Context: an optimization exercise on an open-source flow, tuned for a short achievable clock period and few clock cycles. The choices shown serve that exercise and are no tape-out recipe. In this exercise RTL edits were held to simulation tests only and were not proved equivalent to the original. No activity file was given, so power comes from the tool's default toggle rates.

Setup of nickel:
Design dgd_raster, start of the top module:
module dgd_raster (
    input  wire        clk,
    input  wire        rst,           
    input  wire        cmd_valid,
    output wire        cmd_ready,
    input  wire [2:0]  cmd_op,        
    input  wire        cmd_value,
    input  wire        cmd_filled,
    input  wire [15:0] cmd_h0,
    input  wire [15:0] cmd_h1,
    input  wire [15:0] cmd_h2,
    input  wire [15:0] cmd_h3,
    input  wire [15:0] cmd_h4,
    input  wire [7:0]  cv_width,
    input  wire [5:0]  cv_pages,
    output wire        pix_valid,
    input  wire        pix_ready,
    output wire [7:0]  pix_x,
    output wire [8:0]  pix_y,
    output wire [13:0] pix_addr,
    output wire        pix_v
);
Settings: LEC_CHECK=0, CAP_MARGIN=20, CORE_MARGIN=2, CORE_UTILIZATION=40, PLACE_DENSITY=0.45, SLEW_MARGIN=20; clock period 14.0 ns.
standard.sh (not shown) runs the stock make flow with config.mk's settings and CLKGATE_MAP_FILE= SYNTH_SCRIPT=/design/flow/synth_recipe.tcl, a recipe that flattens the netlist after the stock synthesis.
==> flow/flow/run.sh <==
#!/bin/bash
set -euo pipefail
bash standard.sh SETUP_SLACK_MARGIN=10 finish > standard_flow.log 2>&1
Testbench counts of nickel, summed over its fixed seeds: cycles 71,829.
What sierra does differently from nickel at the input level:
--- a/flow/design.v
+++ b/flow/design.v
@@ -358,29 +358,29 @@
     reg signed [CW-1:0] ps_x, ps_y;
     reg signed [AW-1:0] ps_A, ps_B, ps_d1, ps_d2, ps_d3;
     reg [NW-1:0] ps_n;
     wire signed [CW-1:0] ps_nx, ps_ny;
     wire signed [AW-1:0] ps_nA, ps_nB;
     wire [NW-1:0] ps_nn;
     wire ps_nlast, ps_nxin, ps_nyin;
     dgd_raster_step #(.CW(CW), .AW(AW), .NW(NW)) u_ps_step (
         .x(ps_x), .y(ps_y), .A(ps_A), .B(ps_B), .d1(ps_d1), .d2(ps_d2), .d3(ps_d3), .n(ps_n),
         .sxn(ps_sxn), .syn(ps_syn), .xin(ps_xin), .yin(ps_yin), .w(ps_w), .p(ps_p),
         .nx(ps_nx), .ny(ps_ny), .nA(ps_nA), .nB(ps_nB), .nn(ps_nn),
         .nlast(ps_nlast), .nxin(ps_nxin), .nyin(ps_nyin));
-    reg [QX-1:0] q0, q1, q2;
+    reg [QX-1:0] q0, q1, q2, q3;
     reg [1:0]  q_rd, q_wr;
     reg [2:0]  q_cnt;
     wire       ps_in   = ps_grp || (ps_xin && ps_yin);
-    wire       q_push  = adv && ps_valid && ps_in && (q_cnt != 3'd3);
+    wire       q_push  = adv && ps_valid && ps_in && !q_cnt[2];
     wire       ps_drop = ps_valid && !ps_in && ps_last;
     wire       q_pop;
     assign front_adv = adv && (!ps_valid || q_push || ps_drop);
     always @(posedge clk) begin
         if (rst) begin
             ps_valid <= 1'b0;
         end else if (front_adv) begin
             ps_valid <= ls1_valid;
         end
     end
     always @(posedge clk) begin
         if (front_adv) begin
@@ -399,43 +399,45 @@
         end
     end
     wire [7:0] ps_rx = ps_sxn ? ps_x[7:0] : ps_w - 8'd1 - ps_x[7:0];
     wire [8:0] ps_ry = ps_syn ? ps_y[8:0] : {ps_p, 3'b000} - 9'd1 - ps_y[8:0];
     wire [QX-1:0] ps_q = {ps_rx, ps_ry, ps_grp, ps_sxn, ps_syn, (ps_rx == 8'd0), (ps_ry == 9'd0), ps_last, ps_v,
                           ps_w, ps_p, ps_mask, ps_x, ps_y,
                           ps_A, ps_B, ps_d1, ps_d2, ps_d3, ps_n};
     always @(posedge clk) begin
         if (q_push) begin
             case (q_wr)
                 2'd0: q0 <= ps_q;
                 2'd1: q1 <= ps_q;
-                default: q2 <= ps_q;
+                2'd2: q2 <= ps_q;
+                default: q3 <= ps_q;
             endcase
         end
     end
     always @(posedge clk) begin
         if (rst) begin
             q_rd <= 2'd0; q_wr <= 2'd0; q_cnt <= 3'd0;
         end else begin
-            if (q_push) q_wr <= (q_wr == 2'd2) ? 2'd0 : q_wr + 2'd1;
-            if (q_pop)  q_rd <= (q_rd == 2'd2) ? 2'd0 : q_rd + 2'd1;
+            if (q_push) q_wr <= q_wr + 2'd1;
+            if (q_pop)  q_rd <= q_rd + 2'd1;
             q_cnt <= q_cnt + {2'd0, q_push} - {2'd0, q_pop};
         end
     end
     reg [QX-1:0] qh;
     always @(*) begin
         case (q_rd)
             2'd0: qh = q0;
             2'd1: qh = q1;
-            default: qh = q2;
+            2'd2: qh = q2;
+            default: qh = q3;
         endcase
     end
     reg        st_valid;
     reg        st_grp;
     reg signed [CW-1:0] st_x, st_y;
     reg signed [AW-1:0] st_A, st_B, st_d1, st_d2, st_d3;
     reg [NW-1:0] st_n;
     reg        st_last;          
     reg        st_sxn, st_syn;
     reg        st_xe, st_ye;     
     reg [7:0]  st_rx;
     reg [8:0]  st_ry;
@@ -499,57 +501,67 @@
                 st_y <= st_ny;
                 if (st_c1) begin st_rx <= st_rx - 8'd1; st_xe <= (st_rx == 8'd1); end
                 if (st_c2) begin st_ry <= st_ry - 9'd1; st_ye <= (st_ry == 9'd1); end
                 st_n <= st_nn;
                 st_last <= st_nlast;
             end
         end
     end
     reg        e_valid;
     reg signed [CW-1:0] e_x, e_y;
     reg        e_v;
     reg [7:0]  e_w;
+    reg        p_valid;
+    reg [7:0]  p_x;
+    reg [8:0]  p_y;
+    reg [10:0] p_lo, p_hi;
+    reg        p_v;
     reg        m_valid;
     reg [7:0]  m_x;
     reg [8:0]  m_y;
-    reg [13:0] m_prod;
+    reg [13:0] m_addr;
     reg        m_v;
     always @(posedge clk) begin
         if (rst) begin
             e_valid <= 1'b0;
+            p_valid <= 1'b0;
             m_valid <= 1'b0;
         end else if (adv) begin
             e_valid <= st_valid;
-            m_valid <= e_valid;
+            p_valid <= e_valid;
+            m_valid <= p_valid;
         end
     end
     always @(posedge clk) begin
         if (adv) begin
             e_x <= st_grp ? cp_x : st_x;
             e_y <= st_grp ? cp_y : st_y;
             e_v <= st_v; e_w <= st_w;
-            m_x <= e_x[7:0]; m_y <= e_y[8:0]; m_v <= e_v;
-            m_prod <= e_y[8:3] * e_w;
+            p_x <= e_x[7:0]; p_y <= e_y[8:0]; p_v <= e_v;
+            p_lo <= e_y[5:3] * e_w;
+            p_hi <= e_y[8:6] * e_w;
+            m_x <= p_x; m_y <= p_y; m_v <= p_v;
+            m_addr <= {3'd0, p_lo} + {p_hi, 3'd0} + {6'd0, p_x};
         end
     end
     reg        o_valid;
     reg [7:0]  o_x, h_x;
     reg [8:0]  o_y, h_y;
     reg [13:0] o_addr, h_addr;
     reg        o_v, h_v;
     reg [7:0]  s_x;
     reg [8:0]  s_y;
     reg [13:0] s_addr;
     reg        s_v;
-    wire [13:0] n_addr  = m_prod + {6'd0, m_x};
+    wire [13:0] n_addr  = m_addr;
     wire        o_free  = !o_valid || pix_ready;
     always @(posedge clk) begin
         if (rst) begin
             o_valid <= 1'b0;
             s_valid <= 1'b0;
         end else if (s_valid) begin
             if (o_free) begin
                 o_valid <= 1'b1;
                 s_valid <= 1'b0;
             end
         end else begin
             if (o_free) o_valid <= m_valid;
Results
- Compared with nickel, sierra instantiates a larger number of standard cells.
- Looking at power across nickel and sierra, the one that comes out higher is sierra.
- From nickel to sierra the numbers moved as follows: multi-input logic area level, count of distinct cell types in the synthesized netlist moved down, final standard cell utilization of the core about even.
- sierra against nickel; layout net count is up slightly.
Testbench counts of sierra, summed over its fixed seeds: cycles 71,765.

[separate check: timing with driven ports]
In the flow no input, the clock included, has a driving cell. The finished layouts below were timed again as built, in two steps.
Step 1 (the two cells are an assumption about what drives the block):
set clk [get_ports {clk}]
set_driving_cell -lib_cell sky130_fd_sc_hd__clkbuf_16 $clk
set_driving_cell -lib_cell sky130_fd_sc_hd__buf_2 [delete_from_list [all_inputs] $clk]
Step 2 moves the port delays by t, midway between the first and last clock arrival at a register: inputs arrive t later, outputs are due t later. That takes back most of the time a late clock gives input paths.
a / b / c = ideal ports / drivers / drivers and shift; a / b = the first two.
run	t (ns)	setup slack, ns	hold slack, ns
nickel	1.004	9.841 / 9.733 / 9.216	0.380 / 0.380 / 0.380
sierra	1.012	9.852 / 9.744 / 9.266	0.406 / 0.406 / 0.406
After both steps every run listed still meets setup and hold. For nickel, which loses most, drivers alone change the setup slack by -0.108 ns; drivers and shift together by -0.625 ns.
